Background: an optimization exercise with open tools, aiming at small area, a short achievable clock period and few clock cycles. Do not read the settings as production practice. Where RTL was checked, it was by simulation tests only, not by an equivalence proof against the original. Power figures rest on the tool's default switching activity, not on a simulated workload.

==> flow/design.v <==
module gf_mul (
    input  wire [7:0] a,
    input  wire [7:0] b,
    output reg  [7:0] p
);
    reg [7:0] aa;
    integer k;
    always @* begin
        p  = 8'h00;
        aa = a;
        for (k = 0; k < 8; k = k + 1) begin
            if (b[k]) p = p ^ aa;
            aa = {aa[6:0], 1'b0} ^ (aa[7] ? 8'h1d : 8'h00);
        end
    end
endmodule
module gfrs_codec (
    input  wire       clk,
    input  wire       rst,
    input  wire       cmd_valid,
    output wire       cmd_ready,
    input  wire       cmd_op,
    input  wire [7:0] cmd_dlen,
    input  wire [5:0] cmd_nsym,
    input  wire       in_valid,
    output wire       in_ready,
    input  wire [7:0] in_data,
    output wire       out_valid,
    output wire [7:0] out_data,
    output reg        done,
    output reg        err,
    output reg        szero
);
    localparam [255:0] APOW = 256'hc06030180c06038fc9ea75b45a2d984c261387cde8743a1d8040201008040201;
    localparam [255:0] AINV = 256'h122448903d7af4f5f7f3fbebcb8b0b162c58b07dfae9cf831b366cd8ad478e01;
    localparam [255:0] FIXA = 256'h82cdd05f9d3f42d70ed796ac4a73f19882018e85600522d8481ff083ec3b1c01;
    localparam [255:0] FIXB = 256'h82b53f5284d44ebb851fa9377421d504db0bf3226c20ee96421da21153abf401;
    localparam [1:0] F_IDLE = 2'd0,      
                     F_IN   = 2'd1,      
                     F_WAIT = 2'd2;      
    localparam [2:0] B_IDLE = 3'd0,
                     B_DD   = 3'd1,
                     B_FIX  = 3'd2,
                     B_CONV = 3'd3,
                     B_OUT  = 3'd4;
    reg  [255:0] T;                      
    wire [255:0] t_nxt;
    wire [31:0]  t_we;
    reg  [1:0] fst;
    reg        f1;                       
    reg        cmd_ready_r, in_ready_r;
    reg        op_r;
    reg  [7:0] dlen_r;
    reg  [5:0] nsym_r;
    reg  [4:0] nm1_r;                    
    reg        bad_r;                    
    reg  [7:0] rem_a;                    
    reg  [5:0] rem_b;                    
    reg  [7:0] in_g;                     
    reg        inv_r, last_r;
    reg  [2:0] bst;
    reg        b_op;
    reg  [4:0] k;
    reg  [5:0] ocnt;
    reg        acc;                      
    reg        out_valid_r;
    reg        pend;                     
    reg        mF, mC, mO;               
    reg        clr;                      
    reg [31:0] aD;                       
    reg [31:0] xC;                       
    assign cmd_ready = cmd_ready_r;
    assign in_ready  = in_ready_r;
    assign out_valid = out_valid_r;
    assign out_data  = T[7:0];
    wire [8:0] ntot     = {1'b0, dlen_r} + {3'b000, nsym_r};
    wire       bad      = (nsym_r > 6'd32) || ntot[8];
    wire       a0       = (rem_a == 8'd0);
    wire       b0       = (rem_b == 6'd0);
    wire       is_last  = (rem_a == 8'd1 && b0) || (a0 && rem_b == 6'd1);
    wire       zero_in  = a0 && b0;
    wire cmd_fire = cmd_valid && cmd_ready_r;
    wire in_fire  = in_valid && in_ready_r;
    wire nz0      = |T[7:0];
    reg  [1:0] fst_n;
    reg  [7:0] rem_a_n;
    reg  [5:0] rem_b_n;
    reg        last_n, start, start_z;
    reg  [2:0] bst_n;
    reg  [4:0] k_n;
    reg  [5:0] ocnt_n;
    reg        acc_n, ov_n, done_n, err_n, szero_n, bop_n, pend_n;
    reg [31:0] aD_n, xC_n;
    always @* begin
        fst_n   = fst;
        rem_a_n = rem_a;
        rem_b_n = rem_b;
        last_n  = 1'b0;
        start_z = 1'b0;
        case (fst)
        F_IDLE: if (cmd_fire) begin
                    fst_n   = F_IN;
                    rem_a_n = cmd_dlen;
                    rem_b_n = cmd_op ? cmd_nsym : 6'd0;
                end
        F_IN:   if (!f1 && (bad_r || zero_in)) fst_n = F_WAIT;
                else if (in_fire) begin
                    if (!a0) rem_a_n = rem_a - 8'd1;
                    else     rem_b_n = rem_b - 6'd1;
                    if (is_last) begin
                        fst_n  = F_IDLE;
                        last_n = 1'b1;
                    end
                end
        F_WAIT: if (bst == B_IDLE) begin
                    fst_n   = F_IDLE;
                    start_z = 1'b1;
                end
        default: fst_n = F_IDLE;
        endcase
        start = (inv_r && last_r) || start_z;
        bst_n   = bst;
        k_n     = k;
        ocnt_n  = ocnt;
        acc_n   = acc;
        ov_n    = out_valid_r;
        done_n  = 1'b0;
        err_n   = err;
        szero_n = szero;
        bop_n   = b_op;
        pend_n  = pend || start;
        case (bst)
        B_IDLE: begin
                    pend_n = 1'b0;
                    if (start || pend) begin
                        bop_n = op_r;
                        if (bad_r) begin
                            done_n = 1'b1; err_n = 1'b1; szero_n = 1'b0;
                        end else if (nsym_r == 6'd0) begin
                            done_n = 1'b1; err_n = 1'b0; szero_n = op_r;
                        end else if (!op_r) begin
                            bst_n = (nsym_r == 6'd1) ? B_FIX : B_DD;
                            k_n   = 5'd1;
                        end else begin
                            bst_n  = B_OUT;
                            ocnt_n = nsym_r;
                            ov_n   = 1'b1;
                            acc_n  = 1'b0;
                        end
                    end
                end
        B_DD:   begin
                    k_n  = k + 5'd1;
                    if (k == nm1_r) bst_n = B_FIX;
                end
        B_FIX:  begin
                    bst_n = B_CONV;
                    k_n   = 5'd30;
                end
        B_CONV: begin
                    k_n  = k - 5'd1;
                    if (k == 5'd0) begin
                        bst_n  = B_OUT;
                        ocnt_n = nsym_r;
                        ov_n   = 1'b1;
                        acc_n  = 1'b0;
                    end
                end
        B_OUT:  begin
                    ocnt_n = ocnt - 6'd1;
                    acc_n  = acc || nz0;
                    if (ocnt == 6'd1) begin
                        bst_n   = B_IDLE;
                        ov_n    = 1'b0;
                        done_n  = 1'b1;
                        err_n   = 1'b0;
                        szero_n = b_op && !(acc || nz0);
                    end
                end
        default: bst_n = B_IDLE;
        endcase
    end
    wire [31:0] en;                      
    genvar j;
    generate
        for (j = 0; j < 32; j = j + 1) begin : g_en
            assign en[j] = (nsym_r > j);
        end
    endgenerate
    always @* begin
        aD_n = 32'h0;
        xC_n = 32'h0;
        if (bst_n == B_DD)
            aD_n = (bst == B_DD) ? ({aD[30:0], 1'b0} & en) : (32'hffff_fffe & en);
        if (bst_n == B_CONV)
            xC_n = (bst == B_CONV) ? {1'b1, xC[31:1]} : 32'hc000_0000;
    end
    wire be_ok = (bst_n == B_IDLE && !pend_n) ||
                 (bst_n == B_OUT && ocnt_n <= 6'd3);
    wire cmd_ready_n = ((fst == F_IDLE && !cmd_fire) || start_z) && be_ok;
    always @(posedge clk) begin
        in_g <= in_fire ? in_data : 8'h00;
        if (rst) begin
            fst         <= F_IDLE;
            cmd_ready_r <= 1'b0;
            in_ready_r  <= 1'b0;
            inv_r       <= 1'b0;
            last_r      <= 1'b0;
            pend        <= 1'b0;
            bst         <= B_IDLE;
            clr         <= 1'b1;
            mF          <= 1'b0;
            aD          <= 32'h0;
            xC          <= 32'h0;
            mC          <= 1'b0;
            mO          <= 1'b0;
            out_valid_r <= 1'b0;
            done        <= 1'b0;
            err         <= 1'b0;
            szero       <= 1'b0;
        end else begin
            fst         <= fst_n;
            cmd_ready_r <= cmd_ready_n;
            in_ready_r  <= (fst_n == F_IN);
            inv_r       <= in_fire;
            last_r      <= last_n;
            pend        <= pend_n;
            bst         <= bst_n;
            clr         <= 1'b0;
            ocnt        <= ocnt_n;
            mF          <= (bst_n == B_FIX);
            aD          <= aD_n;
            xC          <= xC_n;
            mC          <= (bst_n == B_CONV);
            mO          <= (bst_n == B_OUT);
            out_valid_r <= ov_n;
            done        <= done_n;
            err         <= err_n;
            szero       <= szero_n;
        end
        if (cmd_fire) begin
            op_r   <= cmd_op;
            dlen_r <= cmd_dlen;
            nsym_r <= cmd_nsym;
            nm1_r  <= cmd_nsym[4:0] - 5'd1;
        end
        f1    <= cmd_fire;
        bad_r <= bad;
        rem_a <= rem_a_n;
        rem_b <= rem_b_n;
        k     <= k_n;
        acc   <= acc_n;
        b_op  <= bop_n;
    end
    wire mH = inv_r;
    generate
        for (j = 0; j < 32; j = j + 1) begin : g_pos
            wire [7:0] t  = T[8*j +: 8];
            wire [7:0] tp = (j < 31) ? T[8*((j + 1) % 32) +: 8] : 8'h00;
            wire [7:0] tm = (j > 0)  ? T[8*((j + 31) % 32) +: 8] : 8'h00;
            wire [7:0] th = (j == 0) ? (t & {8{!mO}}) : t;
            wire [7:0] x  = in_g | ({8{aD[j]}} & tm) | ({8{xC[j]}} & tp);
            wire [7:0] m, f, s;
            gf_mul u_m (.a(th ^ x), .b(APOW[8*j +: 8]), .p(m));
            gf_mul u_f (.a(t),      .b(FIXA[8*j +: 8]), .p(f));
            gf_mul u_s (.a(tp),     .b(AINV[15:8]),     .p(s));
            wire selM = (mH && en[j]) || aD[j] || mC;
            assign t_we[j] = selM || mF || mO || clr;
            assign t_nxt[8*j +: 8] = ({8{selM}} & m) | ({8{mF}} & f) | ({8{mO}} & s);
        end
    endgenerate
    integer i;
    always @(posedge clk)
        for (i = 0; i < 32; i = i + 1)
            if (t_we[i]) T[8*i +: 8] <= t_nxt[8*i +: 8];
endmodule
clock: 10.0 ns
lec_check: 0
cap_margin: 20
cell_pad_in_sites_detail_placement: 1
cell_pad_in_sites_global_placement: 2
core_margin: 2
core_utilization: 50
place_density: 0.6
slew_margin: 20
standard.sh (not shown) runs the stock make flow with config.mk's settings and CLKGATE_MAP_FILE= SYNTH_SCRIPT=/design/flow/synth_recipe.tcl, a recipe that flattens the netlist after the stock synthesis.
==> flow/flow/run.sh <==
#!/bin/bash
set -euo pipefail
bash standard.sh SETUP_SLACK_MARGIN=7 finish > standard_flow.log 2>&1
The starting point finished with timing, DRC and antenna clean.
Testbench counts at the start, summed over its fixed seeds: cycles 42,556.
Next try:
--- a/flow/design.v
+++ b/flow/design.v
@@ -38,11 +38,12 @@
     localparam [1:0] F_IDLE = 2'd0,      
                      F_IN   = 2'd1,      
                      F_WAIT = 2'd2;      
     localparam [2:0] B_IDLE = 3'd0,
                      B_DD   = 3'd1,
-                     B_FIX  = 3'd2,
+                     B_FX1  = 3'd2,
+                     B_FX2  = 3'd5,
                      B_CONV = 3'd3,
                      B_OUT  = 3'd4;
     reg  [255:0] T;                      
     wire [255:0] t_nxt;
     wire [31:0]  t_we;
@@ -63,11 +64,12 @@
     reg  [4:0] k;
     reg  [5:0] ocnt;
     reg        acc;                      
     reg        out_valid_r;
     reg        pend;                     
-    reg        mF, mC, mO;               
+    reg        mF1, mF2, mC, mO;         
+    reg  [7:0] fx_t, fx_c;               
     reg        clr;                      
     reg [31:0] aD;                       
     reg [31:0] xC;                       
     assign cmd_ready = cmd_ready_r;
     assign in_ready  = in_ready_r;
@@ -137,11 +139,11 @@
                         if (bad_r) begin
                             done_n = 1'b1; err_n = 1'b1; szero_n = 1'b0;
                         end else if (nsym_r == 6'd0) begin
                             done_n = 1'b1; err_n = 1'b0; szero_n = op_r;
                         end else if (!op_r) begin
-                            bst_n = (nsym_r == 6'd1) ? B_FIX : B_DD;
+                            bst_n = (nsym_r == 6'd1) ? B_FX1 : B_DD;
                             k_n   = 5'd1;
                         end else begin
                             bst_n  = B_OUT;
                             ocnt_n = nsym_r;
                             ov_n   = 1'b1;
@@ -149,13 +151,14 @@
                         end
                     end
                 end
         B_DD:   begin
                     k_n  = k + 5'd1;
-                    if (k == nm1_r) bst_n = B_FIX;
-                end
-        B_FIX:  begin
+                    if (k == nm1_r) bst_n = B_FX1;
+                end
+        B_FX1:  bst_n = B_FX2;
+        B_FX2:  begin
                     bst_n = B_CONV;
                     k_n   = 5'd30;
                 end
         B_CONV: begin
                     k_n  = k - 5'd1;
@@ -207,11 +210,12 @@
             inv_r       <= 1'b0;
             last_r      <= 1'b0;
             pend        <= 1'b0;
             bst         <= B_IDLE;
             clr         <= 1'b1;
-            mF          <= 1'b0;
+            mF1         <= 1'b0;
+            mF2         <= 1'b0;
             aD          <= 32'h0;
             xC          <= 32'h0;
             mC          <= 1'b0;
             mO          <= 1'b0;
             out_valid_r <= 1'b0;
@@ -226,11 +230,12 @@
             last_r      <= last_n;
             pend        <= pend_n;
             bst         <= bst_n;
             clr         <= 1'b0;
             ocnt        <= ocnt_n;
-            mF          <= (bst_n == B_FIX);
+            mF1         <= (bst_n == B_FX1);
+            mF2         <= (bst_n == B_FX2);
             aD          <= aD_n;
             xC          <= xC_n;
             mC          <= (bst_n == B_CONV);
             mO          <= (bst_n == B_OUT);
             out_valid_r <= ov_n;
@@ -251,24 +256,48 @@
         k     <= k_n;
         acc   <= acc_n;
         b_op  <= bop_n;
     end
     wire mH = inv_r;
+    wire [33:0] aDx = {2'b00, aD};
+    wire [33:0] enx = {2'b00, en};
+    wire [31:0] rsel, wsel;
+    wire [255:0] rd_t;
+    wire [255:0] rd_c;
+    generate
+        for (j = 0; j < 32; j = j + 1) begin : g_fsel
+            assign rsel[j] = (!aDx[j] && aDx[j+1]) || (mF1 && enx[j] && !enx[j+1]);
+            assign wsel[j] = (!aDx[j+1] && aDx[j+2]) || (mF1 && enx[j+1] && !enx[j+2]) ||
+                             (mF2 && enx[j] && !enx[j+1]);
+            if (j == 0) begin : g_first
+                assign rd_t[7:0] = T[7:0] & {8{rsel[0]}};
+                assign rd_c[7:0] = FIXA[7:0] & {8{rsel[0]}};
+            end else begin : g_rest
+                assign rd_t[8*j +: 8] = rd_t[8*(j-1) +: 8] | (T[8*j +: 8] & {8{rsel[j]}});
+                assign rd_c[8*j +: 8] = rd_c[8*(j-1) +: 8] | (FIXA[8*j +: 8] & {8{rsel[j]}});
+            end
+        end
+    endgenerate
+    always @(posedge clk) begin
+        fx_t <= rd_t[255:248];
+        fx_c <= rd_c[255:248];
+    end
+    wire [7:0] fx;
+    gf_mul u_fx (.a(fx_t), .b(fx_c), .p(fx));
     generate
         for (j = 0; j < 32; j = j + 1) begin : g_pos
             wire [7:0] t  = T[8*j +: 8];
             wire [7:0] tp = (j < 31) ? T[8*((j + 1) % 32) +: 8] : 8'h00;
             wire [7:0] tm = (j > 0)  ? T[8*((j + 31) % 32) +: 8] : 8'h00;
             wire [7:0] th = (j == 0) ? (t & {8{!mO}}) : t;
             wire [7:0] x  = in_g | ({8{aD[j]}} & tm) | ({8{xC[j]}} & tp);
-            wire [7:0] m, f, s;
+            wire [7:0] m, s;
             gf_mul u_m (.a(th ^ x), .b(APOW[8*j +: 8]), .p(m));
-            gf_mul u_f (.a(t),      .b(FIXA[8*j +: 8]), .p(f));
             gf_mul u_s (.a(tp),     .b(AINV[15:8]),     .p(s));
             wire selM = (mH && en[j]) || aD[j] || mC;
-            assign t_we[j] = selM || mF || mO || clr;
-            assign t_nxt[8*j +: 8] = ({8{selM}} & m) | ({8{mF}} & f) | ({8{mO}} & s);
+            assign t_we[j] = selM || wsel[j] || mO || clr;
+            assign t_nxt[8*j +: 8] = ({8{selM}} & m) | ({8{wsel[j]}} & fx) | ({8{mO}} & s);
         end
     endgenerate
     integer i;
     always @(posedge clk)
         for (i = 0; i < 32; i = i + 1)
Effect:
- utilization rose by 3.0 points
- non-clock buffer count went up by 45
- critical path depth does not change
- sequential share of layout area goes down by 0.16 points
- count of clock-buffer cells in the layout falls by 2
- final area came out higher by 3.7%
- fmax is about the same
- wire length goes up by 36%
- first-iteration DRC count increases by 73%
- power rose by 1.5%
- cell count grows by 1.5%
The RTL of the second run of this note was laid out without a check of its function.

-- re-timing with driven ports --
The results above use ideal ports. As a check the final layouts listed here were re-extracted and re-timed, cells and wires unchanged.
Step 1 sets driving cells, clkbuf_16 on the clock port and buf_2 on the other inputs (assumed; they add their load-dependent delay and slew).
Step 2 moves the port delays by t, midway between the first and last clock arrival at a register: inputs arrive t later, outputs are due t later. That takes back most of the time a late clock gives input paths.
a / b / c = ideal ports / drivers / drivers and shift; a / b = the first two.
| run | shift t [ns] | slack for setup (ns) | worst hold slack (ns) | worst register clock-pin slew, ns | worst data-port slew with drivers (ns) |
|---|---|---|---|---|---|
| the first run | 0.664 | 6.785 / 6.723 / 6.443 | 0.470 / 0.470 / 0.470 | 0.07 / 0.07 | 0.04 |
| the second run | 0.692 | 6.780 / 6.707 / 6.472 | 0.460 / 0.460 / 0.460 | 0.07 / 0.07 | 0.12 |
After both steps setup and hold are still met in every run listed. For the first run, which loses most, drivers alone change the setup slack by -0.062 ns; drivers and shift together by -0.342 ns.
